From an optimization exercise on the open Yosys and OpenROAD flow, aimed at small area, a short achievable clock period and few clock cycles; shortcuts taken in it are not production practice. The RTL was checked by simulation tests, not by an equivalence proof against the original design. No activity file was given, so power comes from the tool's default toggle rates.

`flow/design.v`:
```
module dlls_core (
    input  wire        clk,
    input  wire        rst,          
    input  wire        cmd_valid,
    output wire        cmd_ready,
    input  wire [31:0] cmd,
    output reg         resp_valid,
    output reg  [31:0] resp
);
    localparam [3:0] ST_OK = 4'h0, ST_ILLEGAL = 4'h1, ST_ECFG = 4'h2,
                     ST_EFULL = 4'h3, ST_EEMPTY = 4'h4, ST_ERANGE = 4'h5,
                     ST_EBADCFG = 4'h6;
    localparam [1:0] OC_NONE = 2'd0, OC_FRAME = 2'd1, OC_INCOMPLETE = 2'd2,
                     OC_DAMAGED = 2'd3;
    localparam F_NOP = 0, F_WR = 1, F_RD = 2, F_COMMIT = 3, F_SRESET = 4,
               F_STUFF = 5, F_ECLR = 6, F_EBYTE = 7, F_ECOMP = 8, F_EVER = 9,
               F_TXB = 10, F_TXE = 11, F_POP = 12, F_FEED = 13, F_EXT = 14,
               F_PRD = 15, F_FLUSH = 16, F_ZH = 17, F_ZM = 18, F_ZL = 19,
               F_RDCRC = 20, F_BIG = 21, NF = 22;
    function [7:0] stepa_byte;
        input [7:0] r;
        input [7:0] b;
        input [7:0] g;
        integer i;
        reg [7:0] x;
        begin
            x = r;
            for (i = 7; i >= 0; i = i - 1)
                x = {x[6:0], 1'b0} ^ ((x[7] ^ b[i]) ? g : 8'h00);
            stepa_byte = x;
        end
    endfunction
    function [7:0] div_x4;
        input [7:0] r;
        input [3:0] en;
        input [8:0] g9;
        integer i;
        reg [8:0] x;
        begin
            x = {1'b0, r};
            for (i = 0; i < 4; i = i + 1)
                if (en[i]) x = {1'b0, ((x[0] ? (x ^ g9) : x) >> 1)};
            div_x4 = x[7:0];
        end
    endfunction
    reg  [1:0]  ctrl;             
    reg  [7:0]  r_start, r_stop, r_esc, r_evenmk, r_oddmk;
    reg  [8:0]  r_gen;
    reg  [3:0]  r_deg;
    reg  [15:0] r_fmax;
    reg         cfg_valid;
    reg  [3:0]  cfg_err;
    reg  [2:0]  k_sh;             
    reg  [7:0]  k_g;              
    reg  [8:0]  k_g9;             
    reg  [7:0]  eng_a;            
    reg         eng_par;
    reg         tx_inf;
    reg  [15:0] tx_cnt;
    reg  [7:0]  tx_a;             
    reg         tx_par;
    reg  [7:0]  txq [0:15];
    reg  [3:0]  txq_head;
    reg  [3:0]  txq_tail;
    reg  [4:0]  txq_cnt;
    reg  [7:0]  rxbuf [0:31];
    reg  [4:0]  rx_head;
    reg  [4:0]  rx_tail;
    reg  [5:0]  rx_cnt;
    reg         dstate;
    reg  [7:0]  rxpay [0:31];
    reg  [5:0]  rxpay_len;
    reg  [4:0]  pay_off;
    reg  [1:0]  lastout;
    reg  [15:0] resync_cnt;
    reg  [15:0] damaged_cnt;
    wire scheme_crc = ctrl[0];
    wire codepos    = ctrl[1];
    reg  [5:0]  sc_n;
    reg         sc_ds;
    reg         sc_esc;
    reg         sc_stop;
    reg  [5:0]  sc_bn;            
    reg  [5:0]  sc_alen;
    reg  [7:0]  sc_last;
    reg  [7:0]  sc_a;             
    reg         sc_par;
    reg  [4:0]  sc_wb;            
    reg  [4:0]  sc_wp;            
    reg  [5:0]  sc_rsy;           
    reg         pf_v;
    reg  [7:0]  pf_b;
    reg         pf_s, pf_p, pf_e;
    reg         p_v;
    reg         p_dmg;
    reg  [5:0]  p_n;              
    reg  [5:0]  p_len;            
    reg  [4:0]  p_off;
    reg  [5:0]  p_rsy;
    reg         dc_v;
    reg  [7:0]  dc_code;
    reg         dc_esc;
    reg  [3:0]  dc_pos;
    reg         ph;
    reg  [7:0]  tmp;
    reg         phb;              
    reg         tmp_esc;          
    reg         tx_esc;           
    reg         tx_a_chg;         
    function [NF+3:0] pdec;       
        input [31:0] w;
        reg [7:0] o;
        reg [NF-1:0] f;
        reg s, p, e, r;
        begin
            o = w[31:24];
            f = {NF{1'b0}};
            f[F_NOP]    = (o == 8'h00);
            f[F_WR]     = (o == 8'h01);
            f[F_RD]     = (o == 8'h02);
            f[F_COMMIT] = (o == 8'h03);
            f[F_SRESET] = (o == 8'h04);
            f[F_STUFF]  = (o == 8'h10);
            f[F_ECLR]   = (o == 8'h20);
            f[F_EBYTE]  = (o == 8'h21);
            f[F_ECOMP]  = (o == 8'h22);
            f[F_EVER]   = (o == 8'h23);
            f[F_TXB]    = (o == 8'h30);
            f[F_TXE]    = (o == 8'h31);
            f[F_POP]    = (o == 8'h32);
            f[F_FEED]   = (o == 8'h40);
            f[F_EXT]    = (o == 8'h41);
            f[F_PRD]    = (o == 8'h42);
            f[F_FLUSH]  = (o == 8'h43);
            f[F_ZH]     = (w[23:16] == 8'd0);
            f[F_ZM]     = (w[15:8] == 8'd0);
            f[F_ZL]     = (w[7:0] == 8'd0);
            f[F_RDCRC]  = (w[23:16] == 8'h17) || (w[23:16] == 8'h18);
            f[F_BIG]    = (w[15:6] != 10'd0);
            s = (w[7:0] == r_start);
            p = (w[7:0] == r_stop);
            e = (w[7:0] == r_esc);
            r = s || p || e || (!scheme_crc && ((w[7:0] == r_evenmk) || (w[7:0] == r_oddmk)));
            pdec = {r, e, p, s, f};
        end
    endfunction
    reg         c_v;
    reg  [NF-1:0] c_f;
    reg  [23:0] c_d;
    reg         c_s, c_p, c_e, c_res;
    reg         rdy_q;
    reg         nrdy_q;
    assign cmd_ready = rdy_q;
    wire take = cmd_valid && !nrdy_q;
    wire [NF+3:0] dec_in = pdec(cmd);
    wire [7:0]  a   = c_d[23:16];
    wire [15:0] d16 = c_d[15:0];
    wire [7:0]  b   = c_d[7:0];
    wire z23_8 = c_f[F_ZH] && c_f[F_ZM];
    wire z_all = z23_8 && c_f[F_ZL];
    wire [16:0] lg;
    assign lg[F_NOP]    = c_f[F_NOP]    && z_all;
    assign lg[F_WR]     = c_f[F_WR];
    assign lg[F_RD]     = c_f[F_RD]     && c_f[F_ZM] && c_f[F_ZL];
    assign lg[F_COMMIT] = c_f[F_COMMIT] && z_all;
    assign lg[F_SRESET] = c_f[F_SRESET] && z_all;
    assign lg[F_STUFF]  = c_f[F_STUFF]  && z23_8;
    assign lg[F_ECLR]   = c_f[F_ECLR]   && z_all;
    assign lg[F_EBYTE]  = c_f[F_EBYTE]  && z23_8;
    assign lg[F_ECOMP]  = c_f[F_ECOMP]  && z_all;
    assign lg[F_EVER]   = c_f[F_EVER]   && z23_8;
    assign lg[F_TXB]    = c_f[F_TXB]    && z23_8;
    assign lg[F_TXE]    = c_f[F_TXE]    && z_all;
    assign lg[F_POP]    = c_f[F_POP]    && z_all;
    assign lg[F_FEED]   = c_f[F_FEED]   && z23_8;
    assign lg[F_EXT]    = c_f[F_EXT]    && z_all;
    assign lg[F_PRD]    = c_f[F_PRD]    && c_f[F_ZH];
    assign lg[F_FLUSH]  = c_f[F_FLUSH]  && z_all;
    wire any_f  = |lg;
    wire needs_cfg = lg[F_STUFF] | lg[F_ECLR] | lg[F_EBYTE] | lg[F_ECOMP] |
                     lg[F_EVER] | lg[F_TXB] | lg[F_TXE] | lg[F_FEED] | lg[F_EXT];
    wire x_ill  = c_v && !any_f;
    wire x_ecfg = c_v && needs_cfg && !cfg_valid;
    wire x_wr     = c_v && lg[F_WR];
    wire x_rd     = c_v && lg[F_RD];
    wire x_commit = c_v && lg[F_COMMIT];
    wire x_sreset = c_v && lg[F_SRESET];
    wire x_stuff  = c_v && lg[F_STUFF] && cfg_valid;
    wire x_eclr   = c_v && lg[F_ECLR]  && cfg_valid;
    wire x_ebyte  = c_v && lg[F_EBYTE] && cfg_valid;
    wire x_ecomp  = c_v && lg[F_ECOMP] && cfg_valid;
    wire x_ever   = c_v && lg[F_EVER]  && cfg_valid;
    wire x_txb    = c_v && lg[F_TXB]   && cfg_valid;
    wire x_txe    = c_v && lg[F_TXE]   && cfg_valid;
    wire x_pop    = c_v && lg[F_POP];
    wire x_feed   = c_v && lg[F_FEED]  && cfg_valid;
    wire x_ext    = c_v && lg[F_EXT]   && cfg_valid;
    wire x_prd    = c_v && lg[F_PRD];
    wire x_flush  = c_v && lg[F_FLUSH];
    reg  caught;                  
    wire rx_full   = rx_cnt[5];
    wire x_feed_ok = x_feed && !rx_full;
    wire ext_stall = x_ext && !p_v && !caught;
    wire        is_txb    = c_f[F_TXB];
    wire        tx_stall  = x_txb && scheme_crc && tx_cl && !ph;
    wire        rd_stall  = x_rd && c_f[F_RDCRC] && !ph;
    wire        cm_stall  = x_commit && !ph;
    wire        dc_stall  = dc_v && (x_txb || x_txe);
    wire        tx_stall2 = x_txb && scheme_crc && tx_cl && ph && !phb;
    wire        txe_stall = x_txe && tx_a_chg;
    wire        stall     = ext_stall || tx_stall || tx_stall2 || txe_stall || rd_stall || cm_stall || dc_stall;
    wire [7:0]  crc_out   = stepa_byte(c_f[F_EBYTE] ? eng_a : tx_a, b, k_g);
    wire        b_par     = ^b;
    wire        close     = is_txb ? tx_cl : tx_inf;
    wire        close_p   = is_txb ? (tx_par ^ b_par) : tx_par;
    wire [7:0]  crc_code  = (is_txb ? tmp : tx_a) >> k_sh;
    wire [7:0]  close_code = scheme_crc ? crc_code : (close_p ? r_oddmk : r_evenmk);
    wire        code_esc  = scheme_crc && !codepos && (is_txb ? tmp_esc : tx_esc);
    wire [7:0]  tx_code   = tx_a >> k_sh;
    wire [7:0]  tmp_code  = tmp >> k_sh;
    wire        pre0      = is_txb && !tx_inf;           
    wire [3:0]  npre_hot  = {is_txb && pre0 && c_res, is_txb && (pre0 ^ c_res),
                             is_txb && !pre0 && !c_res, !is_txb};
    wire [1:0]  n_pre     = {npre_hot[3] | npre_hot[2], npre_hot[3] | npre_hot[1]};
    wire [2:0]  len_ne    = {1'b0, n_pre} + (close ? 3'd2 : 3'd0);
    wire        len_x     = close && code_esc;           
    wire [2:0]  len_ne1   = len_ne + 3'd1;
    wire [2:0]  tx_len    = len_x ? len_ne1 : len_ne;
    reg  [7:0]  pre_b [0:2];
    always @* begin
        pre_b[0] = pre0 ? r_start : (c_res ? r_esc : b);
        pre_b[1] = (pre0 && c_res) ? r_esc : b;
        pre_b[2] = b;
    end
    wire [7:0]  cl_b0 = codepos ? r_stop : (code_esc ? r_esc : close_code);
    wire [7:0]  cl_b1 = codepos ? close_code : (code_esc ? close_code : r_stop);
    wire [7:0]  cl_b2 = r_stop;
    wire [7:0]  dcl_b0 = codepos ? r_stop : (dc_esc ? r_esc : dc_code);
    wire [7:0]  dcl_b1 = codepos ? dc_code : (dc_esc ? dc_code : r_stop);
    wire [7:0]  slot_b0 = dc_v ? dcl_b0 : (is_txb ? pre_b[0] : cl_b0);
    wire [7:0]  slot_b1 = dc_v ? dcl_b1 : (is_txb ? pre_b[1] : cl_b1);
    wire [7:0]  slot_b2 = (dc_v || !is_txb) ? r_stop : b;
    wire [2:0]  slot_ne = dc_v   ? 3'b011 :
                          is_txb ? {npre_hot[3], npre_hot[3] | npre_hot[2], 1'b1} :
                                   {1'b0, close, close};
    wire        slot_x2 = dc_v ? (dc_esc && !codepos) : (!is_txb && len_x);
    wire [6:0]  fge;
    genvar gi;
    generate
        for (gi = 0; gi <= 6; gi = gi + 1) begin : g_fge
            assign fge[gi] = (txq_cnt <= 5'd16 - gi);
        end
    endgenerate
    wire        fits_ne   = close ? (npre_hot[0] & fge[2] | npre_hot[1] & fge[3] |
                                     npre_hot[2] & fge[4] | npre_hot[3] & fge[5])
                                  : (npre_hot[0] | npre_hot[1] & fge[1] |
                                     npre_hot[2] & fge[2] | npre_hot[3] & fge[3]);
    wire        fits_x    = npre_hot[0] & fge[3] | npre_hot[1] & fge[4] |
                            npre_hot[2] & fge[5] | npre_hot[3] & fge[6];
    wire        tx_fits   = len_x ? fits_x : fits_ne;
    wire        go_base   = (x_txb || x_txe) && !(tx_stall || tx_stall2 || txe_stall || dc_v);
    wire        tx_go     = go_base && tx_fits;
    wire [15:0] base_hot  = 16'h0001 << (dc_v ? dc_pos : txq_tail);
    wire [1:0]  base_lo   = dc_v ? dc_pos[1:0] : txq_tail[1:0];
    reg  [7:0]  bank_d [0:3];
    integer     bk;
    always @* begin
        for (bk = 0; bk < 4; bk = bk + 1)
            case ((bk - base_lo) & 2'd3)
                2'd0:    bank_d[bk] = slot_b0;
                2'd1:    bank_d[bk] = slot_b1;
                default: bank_d[bk] = slot_b2;
            endcase
    end
    reg  [15:0] en_ne, en_x;
    reg  [7:0]  ent_b [0:15];
    integer     ei;
    always @* begin
        for (ei = 0; ei < 16; ei = ei + 1) begin
            en_ne[ei] = (base_hot[ei] & slot_ne[0]) | (base_hot[(ei - 1) & 15] & slot_ne[1]) |
                        (base_hot[(ei - 2) & 15] & slot_ne[2]);
            en_x[ei]  = base_hot[(ei - 2) & 15];
            ent_b[ei] = bank_d[ei & 3];
        end
    end
    wire        we_any = dc_v || go_base && (len_x ? fits_x : fits_ne);
    wire [15:0] ent_we = {16{we_any}} & (en_ne | ({16{slot_x2}} & en_x));
    wire [3:0]  tail_ne   = txq_tail + {1'b0, len_ne};
    wire [3:0]  tail_x    = txq_tail + {1'b0, len_ne} + 4'd1;
    wire [4:0]  cnt_ne    = txq_cnt + {2'b00, len_ne};
    wire [4:0]  cnt_x     = txq_cnt + {2'b00, len_ne} + 5'd1;
    wire        tx_cl_nx  = ((tx_cnt + 16'd2) == r_fmax);
    wire        fmax_one  = (r_fmax == 16'd1);
    reg [3:0] first_failed;
    always @* begin
        first_failed = 4'd0;
        if ((r_start == r_stop) || (r_start == r_esc) || (r_stop == r_esc))
            first_failed = 4'd1;
        else if (r_fmax == 16'd0)
            first_failed = 4'd2;
        else if (!scheme_crc) begin
            if (r_evenmk == r_oddmk)
                first_failed = 4'd3;
            else if ((r_evenmk == r_start) || (r_evenmk == r_stop) || (r_evenmk == r_esc) ||
                     (r_oddmk  == r_start) || (r_oddmk  == r_stop) || (r_oddmk  == r_esc))
                first_failed = 4'd4;
        end else begin
            if ((r_deg < 4'd1) || (r_deg > 4'd8))
                first_failed = 4'd5;
            else if (((r_gen & (9'h001 << r_deg)) == 9'd0) || ((r_gen & (9'h1FE << r_deg)) != 9'd0))
                first_failed = 4'd6;
            else if (!r_gen[0])
                first_failed = 4'd7;
        end
    end
    wire [2:0] new_sh = 3'd0 - r_deg[2:0];            
    wire [7:0] new_g  = r_gen[7:0] << new_sh;         
    wire [8:0] new_g9 = r_gen & ~(9'h1FE << r_deg);
    wire [7:0] k_en   = 8'hFF >> k_sh;                 
    wire [7:0] rd_a    = a[3] ? tx_a : eng_a;         
    wire [7:0] rd_half = div_x4(rd_a >> k_sh, k_en[3:0], k_g9);
    wire [7:0] rd_rem  = div_x4(tmp, k_en[7:4], k_g9);
    reg [15:0] csr_val;
    reg        csr_ok;
    always @* begin
        csr_ok  = 1'b1;
        csr_val = 16'h0000;
        case (a)
            8'h00: csr_val = {14'd0, ctrl};
            8'h01: csr_val = {8'd0, r_start};
            8'h02: csr_val = {8'd0, r_stop};
            8'h03: csr_val = {8'd0, r_esc};
            8'h04: csr_val = {8'd0, r_evenmk};
            8'h05: csr_val = {8'd0, r_oddmk};
            8'h06: csr_val = {7'd0, r_gen};
            8'h07: csr_val = {12'd0, r_deg};
            8'h08: csr_val = r_fmax;
            8'h10: csr_val = {4'd0, cfg_err, 2'd0, lastout, 1'b0, tx_inf, dstate, cfg_valid};
            8'h11: csr_val = {10'd0, rx_cnt};
            8'h12: csr_val = {10'd0, rxpay_len};
            8'h13: csr_val = {11'd0, txq_cnt};
            8'h14: csr_val = tx_cnt;
            8'h15: csr_val = resync_cnt;
            8'h16: csr_val = damaged_cnt;
            8'h17: csr_val = {7'd0, eng_par, rd_rem};
            8'h18: csr_val = {7'd0, tx_par, rd_rem};
            default: csr_ok = 1'b0;
        endcase
    end
    wire       ext_go  = x_ext && !ext_stall;
    wire [5:0] ext_rm  = p_v ? p_n : (sc_ds ? sc_bn : rx_cnt);
    wire [5:0] ext_rsy = p_v ? p_rsy : (sc_ds ? sc_rsy : 6'd0);
    wire       sc_have = caught ? x_feed_ok : (pf_v && cfg_valid);
    wire [7:0] sc_byte = caught ? b : pf_b;
    wire       is_start = caught ? c_s : pf_s;
    wire       is_stop  = caught ? c_p : pf_p;
    wire       is_esc   = caught ? c_e : pf_e;
    wire sc_close = sc_ds && (sc_stop || (!sc_esc && is_stop && !codepos));
    wire sc_datab = sc_ds && !sc_close && (sc_esc || (!is_esc && !is_start && !is_stop));
    wire sc_rsyb  = sc_ds && !sc_close && !sc_esc && !is_esc && is_start;
    wire sc_stopb = sc_ds && !sc_close && !sc_esc && !is_esc && !is_start && is_stop;
    wire sc_escb  = sc_ds && !sc_close && !sc_esc && is_esc;
    wire sc_sync  = !sc_ds && is_start;
    wire [5:0] prot_v   = x_ext ? 6'd0 : rxpay_len;
    wire [5:0] prot_p   = p_v ? p_len : 6'd0;
    wire [6:0] prot_all = {1'b0, prot_v} + {1'b0, prot_p} + {1'b0, sc_alen};
    reg        no_room;
    wire [6:0] prot_vp = {1'b0, prot_v} + {1'b0, prot_p};
    wire       nr_a    = (prot_all >= 7'd31);
    wire       nr_b    = (prot_all >= 7'd32);
    wire       nr_c    = (prot_vp >= 7'd32);
    wire sc_wr   = sc_datab && !sc_alen[5];          
    wire sc_hold = (sc_close && p_v) || (sc_wr && no_room);
    wire sc_go   = sc_have && !sc_hold;
    wire       alen_nz    = (sc_alen != 6'd0);
    wire [7:0] sc_a_all   = alen_nz ? stepa_byte(sc_a, sc_last, k_g) : sc_a;
    wire       sc_par_all = alen_nz ? (sc_par ^ (^sc_last)) : sc_par;
    wire [7:0] vf_code  = codepos ? sc_byte : sc_last;
    wire [7:0] vf_calc  = scheme_crc ? (sc_a >> k_sh) : (sc_par ? r_oddmk : r_evenmk);
    wire       vf_ok    = (vf_code == vf_calc);
    wire       vf_frame = vf_ok && (codepos || alen_nz);
    wire [4:0] new_wb = p_v ? (p_off + p_len[4:0]) : (pay_off + rxpay_len[4:0]);
    wire       pf_load = !caught && !pf_v;
    wire [7:0] pf_in   = rxbuf[rx_head + sc_n[4:0]];
    wire [7:0] eng_code = scheme_crc ? (eng_a >> k_sh) : (eng_par ? r_oddmk : r_evenmk);
    wire [31:0] w_tx   = tx_fits ? {ST_OK, 4'd0, 5'd0, tx_len, 16'd0} : {ST_EFULL, 28'd0};
    wire [31:0] w_pop  = (txq_cnt == 5'd0) ? {ST_EEMPTY, 28'd0} : {ST_OK, 12'd0, 8'd0, txq[txq_head]};
    wire [31:0] w_prd  = (c_f[F_BIG] || d16[5:0] >= rxpay_len) ? {ST_ERANGE, 28'd0}
                         : {ST_OK, 12'd0, 8'd0, rxpay[pay_off + d16[4:0]]};
    wire [31:0] w_ext  = {ST_OK, 4'd0, 6'd0, (p_v ? (p_dmg ? OC_DAMAGED : OC_FRAME) : OC_INCOMPLETE),
                          10'd0, (p_v ? p_len : 6'd0)};
    wire [31:0] w_rd   = csr_ok ? {ST_OK, 12'd0, csr_val} : {ST_ERANGE, 28'd0};
    wire [31:0] w_stuff = c_res ? {ST_OK, 4'd0, 8'd2, b, r_esc} : {ST_OK, 4'd0, 8'd1, 8'd0, b};
    wire [31:0] resp_n =
          ({32{x_ill}}                     & {ST_ILLEGAL, 28'd0})
        | ({32{x_ecfg}}                    & {ST_ECFG, 28'd0})
        | ({32{x_wr && a > 8'h08}}         & {ST_ERANGE, 28'd0})
        | ({32{x_rd}}                      & w_rd)
        | ({32{x_commit && ff_r != 4'd0}}  & {ST_EBADCFG, 4'd0, 4'd0, ff_r, 16'd0})
        | ({32{x_stuff}}                   & w_stuff)
        | ({32{x_ecomp}}                   & {ST_OK, 12'd0, 8'd0, eng_code})
        | ({32{x_ever}}                    & {ST_OK, 12'd0, 15'd0, (b == eng_code)})
        | ({32{x_txb || x_txe}}            & w_tx)
        | ({32{x_pop}}                     & w_pop)
        | ({32{x_feed && rx_full}}         & {ST_EFULL, 28'd0})
        | ({32{x_ext}}                     & w_ext)
        | ({32{x_prd}}                     & w_prd);
    wire u_one     = (rx_cnt == sc_n + 6'd1);
    wire ext_ok_nx = caught && (!x_feed_ok || (!p_v && !(sc_ds && no_room))) || (p_v && !x_ext);
    wire p_txb     = x_txb || scheme_crc && (tx_cl || fmax_one && (x_txe || x_commit));
    wire p_txe     = x_txb || x_txe || x_commit;
    wire rdcrc_in = cmd[20] && ((cmd[19:16] == 4'h7) || (cmd[19:16] == 4'h8));
    wire rdy_d = rst || (stall ? !(x_ext && !ext_ok_nx || tx_stall)
                               : !(take && (dec_in[F_COMMIT] || dec_in[F_RD] && rdcrc_in ||
                                            dec_in[F_TXB] && p_txb ||
                                            dec_in[F_TXE] && p_txe ||
                                            dec_in[F_EXT] && !ext_ok_nx)));
    reg        rst_r;             
    reg        tx_cl;             
    reg  [3:0] ff_r;              
    wire       arst = rst_r || x_sreset;
    wire       x_cgo = x_commit && ph;       
    wire [5:0] sc_n_rm  = sc_n - ext_rm;
    wire [5:0] sc_n1_rm = sc_n + 6'd1 - ext_rm;
    integer i, r;
    always @(posedge clk) begin
        rst_r <= rst;
        ff_r  <= first_failed;
        tx_esc   <= (tx_code == r_start) || (tx_code == r_stop) || (tx_code == r_esc);
        tx_a_chg <= rst_r || x_sreset || tx_go || x_cgo;
        rdy_q  <= rdy_d;
        nrdy_q <= !rdy_d;
        if (rst) begin
            c_v  <= 1'b0;
        end else if (!stall) begin
            c_v  <= take;
            {c_res, c_e, c_p, c_s, c_f} <= dec_in;
            c_d  <= cmd[23:0];
        end
        resp_valid <= c_v && !stall && !rst;
        resp       <= resp_n;
        no_room <= (sc_go && (sc_sync || sc_rsyb)) ? nr_c : (sc_go && sc_wr) ? nr_a : nr_b;
        if (arst) begin
            ctrl      <= 2'd0;
            r_start   <= 8'h00;
            r_stop    <= 8'h00;
            r_esc     <= 8'h00;
            r_evenmk  <= 8'h00;
            r_oddmk   <= 8'h00;
            r_gen     <= 9'h000;
            r_deg     <= 4'd0;
            r_fmax    <= 16'd0;
            cfg_valid <= 1'b0;
            cfg_err   <= 4'd0;
            k_sh      <= 3'd0;
            k_g       <= 8'h00;
            k_g9      <= 9'h000;
            eng_a     <= 8'h00;
            eng_par   <= 1'b0;
            tx_inf    <= 1'b0;
            tx_cnt    <= 16'd0;
            tx_a      <= 8'h00;
            tx_par    <= 1'b0;
            tx_cl     <= 1'b0;
            txq_head  <= 4'd0;
            txq_tail  <= 4'd0;
            txq_cnt   <= 5'd0;
            rx_head   <= 5'd0;
            rx_tail   <= 5'd0;
            rx_cnt    <= 6'd0;
            dstate    <= 1'b0;
            rxpay_len <= 6'd0;
            pay_off   <= 5'd0;
            lastout   <= OC_NONE;
            resync_cnt  <= 16'd0;
            damaged_cnt <= 16'd0;
            sc_n      <= 6'd0;
            caught    <= 1'b1;
            sc_ds     <= 1'b0;
            sc_rsy    <= 6'd0;
            p_v       <= 1'b0;
            pf_v      <= 1'b0;
            ph        <= 1'b0;
            phb       <= 1'b0;
            dc_v      <= 1'b0;
        end else begin
            phb <= tx_stall2;
            if (stall && !ext_stall) begin
                ph  <= 1'b1;
                if (!ph) tmp <= c_f[F_RD] ? rd_half : crc_out;
                tmp_esc <= (tmp_code == r_start) || (tmp_code == r_stop) || (tmp_code == r_esc);
            end else begin
                ph  <= 1'b0;
            end
            if (pf_load) begin
                pf_v <= 1'b1;
                pf_b <= pf_in;
                pf_s <= (pf_in == r_start);
                pf_p <= (pf_in == r_stop);
                pf_e <= (pf_in == r_esc);
            end else if (!caught && sc_go) begin
                pf_v <= 1'b0;
            end
            if (sc_go) begin
                if (sc_sync) begin
                    sc_ds   <= 1'b1;
                    sc_esc  <= 1'b0;
                    sc_stop <= 1'b0;
                    sc_alen <= 6'd0;
                    sc_a    <= 8'h00;
                    sc_par  <= 1'b0;
                    sc_wb   <= new_wb;
                    sc_wp   <= new_wb;
                end else if (sc_close) begin
                    p_v    <= 1'b1;
                    p_dmg  <= !vf_frame;
                    p_n    <= sc_n + 6'd1;
                    p_len  <= !vf_frame ? 6'd0 : codepos ? sc_alen : (sc_alen - 6'd1);
                    p_off  <= sc_wb;
                    p_rsy  <= sc_rsy;
                    sc_ds  <= 1'b0;
                    sc_rsy <= 6'd0;
                end else if (sc_escb) begin
                    sc_esc <= 1'b1;
                end else if (sc_rsyb) begin
                    sc_alen <= 6'd0;
                    sc_wp   <= sc_wb;
                    sc_a    <= 8'h00;
                    sc_par  <= 1'b0;
                    sc_rsy  <= sc_rsy + 6'd1;
                end else if (sc_stopb) begin
                    sc_stop <= 1'b1;
                    sc_a    <= sc_a_all;
                    sc_par  <= sc_par_all;
                end else if (sc_datab) begin
                    sc_esc  <= 1'b0;
                    sc_a    <= sc_a_all;
                    sc_par  <= sc_par_all;
                    sc_last <= sc_byte;
                    if (!sc_alen[5]) rxpay[sc_wp] <= sc_byte;
                    sc_alen <= sc_alen + 6'd1;
                    sc_wp   <= sc_wp + 5'd1;
                end
            end
            if (caught)
                caught <= !(x_feed_ok && !sc_go);
            else
                caught <= u_one && sc_go && !x_feed_ok;
            if (ext_go) begin
                sc_n <= sc_go ? sc_n1_rm : sc_n_rm;
                if (sc_go && (sc_sync || sc_rsyb))
                    sc_bn <= sc_n1_rm;
                else
                    sc_bn <= sc_bn - ext_rm;
                if (!p_v && sc_ds) sc_rsy <= 6'd0;
            end else if (sc_go) begin
                sc_n <= sc_n + 6'd1;
                if (sc_sync || sc_rsyb) sc_bn <= sc_n + 6'd1;
            end
            if (x_wr && a <= 8'h08) begin
                cfg_valid <= 1'b0;
                case (a[3:0])
                    4'h0: ctrl     <= d16[1:0];
                    4'h1: r_start  <= d16[7:0];
                    4'h2: r_stop   <= d16[7:0];
                    4'h3: r_esc    <= d16[7:0];
                    4'h4: r_evenmk <= d16[7:0];
                    4'h5: r_oddmk  <= d16[7:0];
                    4'h6: r_gen    <= d16[8:0];
                    4'h7: r_deg    <= d16[3:0];
                    default: r_fmax <= d16;
                endcase
            end
            if (x_cgo) begin
                cfg_err   <= ff_r;
                cfg_valid <= (ff_r == 4'd0);
                k_sh      <= new_sh;
                k_g       <= new_g;
                k_g9      <= new_g9;
            end
            if (x_cgo || x_eclr) begin
                eng_a   <= 8'h00;
                eng_par <= 1'b0;
            end
            if (x_ebyte) begin
                eng_par <= eng_par ^ b_par;
                if (scheme_crc) eng_a <= crc_out;
            end
            dc_v <= 1'b0;
            if (tx_go && is_txb && close) begin
                dc_v    <= 1'b1;
                dc_code <= close_code;
                dc_esc  <= code_esc;
                dc_pos  <= txq_tail + {2'b00, n_pre};
            end
            if (tx_go) begin
                txq_cnt  <= len_x ? cnt_x : cnt_ne;
                txq_tail <= len_x ? tail_x : tail_ne;
                if (close) begin
                    tx_inf <= 1'b0;
                    tx_cnt <= 16'd0;
                    tx_a   <= 8'h00;
                    tx_par <= 1'b0;
                    tx_cl  <= fmax_one;
                end else if (is_txb) begin
                    tx_inf <= 1'b1;
                    tx_cnt <= tx_cnt + 16'd1;
                    tx_par <= tx_par ^ b_par;
                    tx_cl  <= tx_cl_nx;
                    if (scheme_crc) tx_a <= crc_out;
                end
            end
            if (x_pop && txq_cnt != 5'd0) begin
                txq_head <= txq_head + 4'd1;
                txq_cnt  <= txq_cnt - 5'd1;
            end
            if (x_cgo) begin
                tx_inf   <= 1'b0;
                tx_cnt   <= 16'd0;
                tx_a     <= 8'h00;
                tx_par   <= 1'b0;
                tx_cl    <= fmax_one;
                txq_cnt  <= 5'd0;
                txq_tail <= txq_head;
            end
            for (i = 0; i < 16; i = i + 1)
                if (ent_we[i]) txq[i] <= ent_b[i];
            if (x_feed_ok) begin
                rxbuf[rx_tail] <= b;
                rx_tail <= rx_tail + 5'd1;
                rx_cnt  <= rx_cnt + 6'd1;
            end
            if (ext_go) begin
                rx_head    <= rx_head + ext_rm[4:0];
                rx_cnt     <= rx_cnt - ext_rm;
                resync_cnt <= resync_cnt + {10'd0, ext_rsy};
                if (p_v) begin
                    p_v     <= 1'b0;
                    dstate  <= 1'b0;
                    pay_off <= p_off;
                    rxpay_len <= p_len;
                    if (!p_dmg) begin
                        lastout <= OC_FRAME;
                    end else begin
                        lastout     <= OC_DAMAGED;
                        damaged_cnt <= damaged_cnt + 16'd1;
                    end
                end else begin
                    dstate    <= sc_ds;
                    rxpay_len <= 6'd0;
                    if (sc_ds) pay_off <= sc_wb;
                    lastout   <= OC_INCOMPLETE;
                end
            end
            if (x_cgo || x_flush) begin
                rx_cnt    <= 6'd0;
                rx_tail   <= rx_head;
                dstate    <= 1'b0;
                rxpay_len <= 6'd0;
                lastout   <= OC_NONE;
                sc_n      <= 6'd0;
            caught    <= 1'b1;
                sc_ds     <= 1'b0;
                sc_rsy    <= 6'd0;
                p_v       <= 1'b0;
                pf_v      <= 1'b0;
            end
            if (x_cgo) begin
                resync_cnt  <= 16'd0;
                damaged_cnt <= 16'd0;
            end
        end
    end
endmodule
```
`flow/flow/run.sh`:
```
#!/bin/bash
# Layout flow: the standard layout (standard.sh, unchanged synthesis and
# steps), except that buffer_ports puts sky130_fd_sc_hd__buf_4 on every input
# and output port instead of the cell it picks by default (a slow delay
# buffer).  All tool output goes to standard.log in this folder; ORFS keeps
# its per-step logs under orfs/logs.
set -euo pipefail
export BUFFER_PORTS_ARGS="-buffer_cell sky130_fd_sc_hd__buf_4"
bash standard.sh > standard.log 2>&1
```
`flow/standard.sh`:
```
#!/bin/bash
# synth_recipe.tcl (not shown) runs the flow's synth.tcl, then flattens the netlist and writes it again
# the make line also repeats each setting of config.mk as NAME=value (left out here)
make -C /OpenROAD-flow-scripts/flow DESIGN_CONFIG=/design/flow/config.mk WORK_HOME=/design/flow/orfs CLKGATE_MAP_FILE= SYNTH_SCRIPT=/design/flow/synth_recipe.tcl "${@:-finish}"
```
`flow/config.mk`:
```
export PLATFORM = sky130hd
export DESIGN_NAME = dlls_core
export DESIGN_NICKNAME = dlls_core
export VERILOG_FILES = /design/flow/design.v
export SDC_FILE = /design/flow/constraint.sdc
export NUM_CORES = 4
export LEC_CHECK = 0
export CAP_MARGIN = 20
export CORE_MARGIN = 2
export CORE_UTILIZATION = 40
export CTS_BUF_LIST = sky130_fd_sc_hd__clkbuf_16
export CTS_CLUSTER_DIAMETER = 80
export CTS_CLUSTER_SIZE = 24
export SLEW_MARGIN = 20
```
`flow/constraint.sdc`:
```
create_clock -name core_clock -period 25.0 [get_ports {clk}]
set_input_delay 5.0000 -clock core_clock [delete_from_list [all_inputs] [get_ports {clk}]]
set_output_delay 5.0000 -clock core_clock [all_outputs]
set_load 0.01 [all_outputs]
```
==> summary.txt <==
Outcome
  • Outcome: timing/DRC/antenna clean

Timing
  • Worst-Margin Slew: 1.12 ns
  • Setup TNS: 0 ns
  • Clock Skews: 0.0597 ns
  • Clock period minus worst slack: 6.18 ns
  • Slew margin rel.: 23.3%
  • Final setup fails: 0
  • Max Clk Rate: 162 MHz
  • Final hold vios: 0
  • Tcrit/Tclk final: 24.7%
  • Max Slew Vio Count: 0
  • RSZ-0062 raised after global routing: false

Die
  • Total die area: 146000 µm²
  • Die height: 382 µm
  • Rows: 138
  • Core area: 142000 µm²
  • Initial Util: 40.4%
  • I/O pins: 69
  • Die X: 382 µm

Run
  • Max cap viols: 0

Logic synthesis
  • Synth cell count leaders: edfxtp_1 (788), nor2_1 (517), nand2_1 (494)
  • Synth cell types: 94
  • Mapped cell area: 57200 µm²
  • Synth area leader: edfxtp_1
  • Ys flop type: edfxtp_1
  • Yosys top cell area share: 41.3%
  • Post-Syn Instances: 5142
  • Top-count cell post-synth: edfxtp_1
  • Post-synthesis average cell area: 11.1 µm²
  • YS warnings: 5
  • Asr flop ratio synth: 0%
  • Synthesized flop and latch total: 1045
  • Area contributors post-synth: edfxtp_1 (41%), dfxtp_1 (9.0%), mux4_2 (7.2%)
  • Post-synth EDFFs: 788
  • Register area share after synthesis: 50.3%

Global routing
  • Vias in the first global route: 39700
  • Initial antenna violation count: 12
  • GRT Total Usage: 25.2%
  • GRT overflow: 0
  • Largest net degree at the start of global routing: 71
  • First-pass GRT wire length: 274000 µm

Cells and area
  • Finished Cell Area: 62000 µm²
  • Nets: 5184
  • Synth-to-Final Area Change: 8.37%
  • Fraction of layout cells with a size suffix above 1: 11.2%

Clock network
  • Num Clock Sinks: 1045
  • Hold Buf Count CTS: 0
  • Setup Buffers After CTS: 0
  • CTS tree: done
  • CTS Root Cell: clkbuf_16
  • Depth of the CTS H-tree: 3
  • CTS buffer count: 69
  • Clk pin slew, worst setup/hold paths: 0.10 ns
  • Resize count post-CTS: 0
  • Clock latency at the later pin of the worst-skew pair: 0.73 ns
  • Max Root-Sink Buffers: 3

Critical path
  • WP data arrival: 1.18 ns
  • Kind of cell adding the most delay to the critical path: flip-flops
  • Crit Path Max Fanout: 1
  • Worst path bufs/invs: 1
  • Max stage delay on crit path: 0.32 ns
  • Endpoint type of the worst setup path: output port
  • Worst-path cell chain: buf_4
  • Crit path max-delay cell type: dfxtp_1
  • Critical path startpoint category: flip-flop
  • Critical path class: reg -> out
  • WP data required: 20.00 ns

Route
  • DR top layer: met5
  • Routed Antenna Nets: 0
  • Via count: 42300
  • Drt wl/cell: 27.0 µm
  • Met2 wire len: 83900 µm
  • WL final: 188000 µm
  • Met1 wire length: 77900 µm
  • Routed wl met3: 17600 µm
  • Pre-antenna DRT Iters: 6
  • Via density: 6.07
  • DR iter-0 viols: 5425
  • DRC Markers: 0

Power and ir drop
  • Pwr Total: 3260 µW
  • Total power divided by cell area: 52.6 nW/µm²
  • Worst ir drop on vdd: 0.0000514 V
  • Leakage: 0.0211 µW

Placement
  • Post-DP HPWL: 132000 µm
  • Area post-placement: 59600 µm²
  • I/O Buffers: 58
  • Gp weighted congestion: 0.989

Worst hold path
  • Worst Hold Class: reg -> reg
## sequential cells by signal, summed over array words and instances (netlist names), 9 cells and up
register and cells:
r_gen 9, resync_cnt 16, rxbuf 256, tx_cnt 16, resp 22, c_d 24, r_fmax 16, c_f 22
rxpay 256, txq 128, damaged_cnt 16
## logic make-up (layout without fill, tap and decap cells)
kind of cell	count (synthesis)	count (layout)	share of synthesized area, %
fa+ha+maj	127	127	2.99
xor+xnor	516	516	8.03
simple gates	1473	1473	11.5
other cells	1	14	0.00655
compound gates	1061	1061	12.2
mux	424	424	11.5
flops	1045	1045	50.3
buf+inv	495	420	3.36
## stage by stage
step                std cells  setup slack [ns]  hold WS [ns]  util, %
floorplan                5151             17.27         0.400        -
global placement         6839             18.41         0.409     42.1
detailed placement       6840             18.42         0.422     42.1
CTS                      6965             18.78         0.433     43.7
global route             6966             18.80         0.460     43.7
finish                   6970             18.82         0.438     43.8
## report_power, final
part	switching (µW)	leakage (µW)	internal [µW]
Clock	693	0.00120	566
Combinational	91.4	0.0107	40.9
Sequential	8.41	0.00925	1860
## metal layers
| layer | up-vias | global-route usage [%] |
|---|---|---|
| li1 | 18800 | - |
| met1 | 21100 | 34.6 |
| met2 | 2037 | 38.7 |
| met3 | 420 | 5.06 |
| met4 | 8 | 10.9 |
| met5 | - | 0 |
## cell type report
cell class / instances / area, µm²
Sequential cell: 1045 / 28800
Multi-Input combinational cell: 3611 / 26700
Antenna cell: 4 / 10.0
Fill cell: 13100 / 79700
Clock inverter: 53 / 572
Inverter: 111 / 417
Tap cell: 1890 / 2360
Clock buffer: 72 / 1800
Timing Repair Buffer: 184 / 1380
## cells in the final DEF (no fill, tap or decap), types with 102 or more instances in the layout
cell / Yosys / final
buf_4: 11 / 184
nor2_1: 517 / 513
o21ai_0: 172 / 171
a21oi_1: 342 / 342
xor2_1: 199 / 199
inv_1: 105 / 120
ha_1: 111 / 109
dfxtp_1: 257 / 252
mux4_2: 182 / 182
nand2_1: 494 / 493
mux2i_1: 208 / 208
nand3_1: 102 / 102
xnor2_1: 310 / 305
edfxtp_1: 788 / 788
## worst paths after layout
kind | from | to | slack, ns | cells after the start
max | resp[9]$_DFF_P_ | resp[9] | 18.82 | 1
min | phb$_SDFF_PN0_ | phb$_SDFF_PN0_ | 0.44 | 1
max reg2reg | c_d[0]$_DFFE_PP_ | txq[14][4]$_DFFE_PP_ | 19.33 | 16
min reg2reg | phb$_SDFF_PN0_ | phb$_SDFF_PN0_ | 0.44 | 1
Testbench counts, summed over its fixed seeds: cycles 34,862.

[what the ideal ports hide]
The flow's constraints put no driver on any port. The routed layout listed below was extracted and timed again, unchanged, in two steps.
Step 1 sets driving cells, clkbuf_16 on the clock port and buf_2 on the other inputs (assumed; they add their load-dependent delay and slew).
Step 2 also shifts input and output timing later by t, the mid clock arrival at the registers, as if the neighbouring blocks saw the same clock.
Slacks: no drivers / after step 1 / after step 2; pairs: no drivers / after step 1.
t (ns): 0.776
slack for setup (ns): 18.817 / 18.742 / 18.433
worst hold slack (ns): 0.438 / 0.438 / 0.438
worst setup path after step 2: input to register
worst register clock-pin slew, ns: 0.10 / 0.10
After both steps this run still meets setup and hold. The setup slack of this run moves by -0.075 ns with the drivers and by -0.384 ns with both steps.
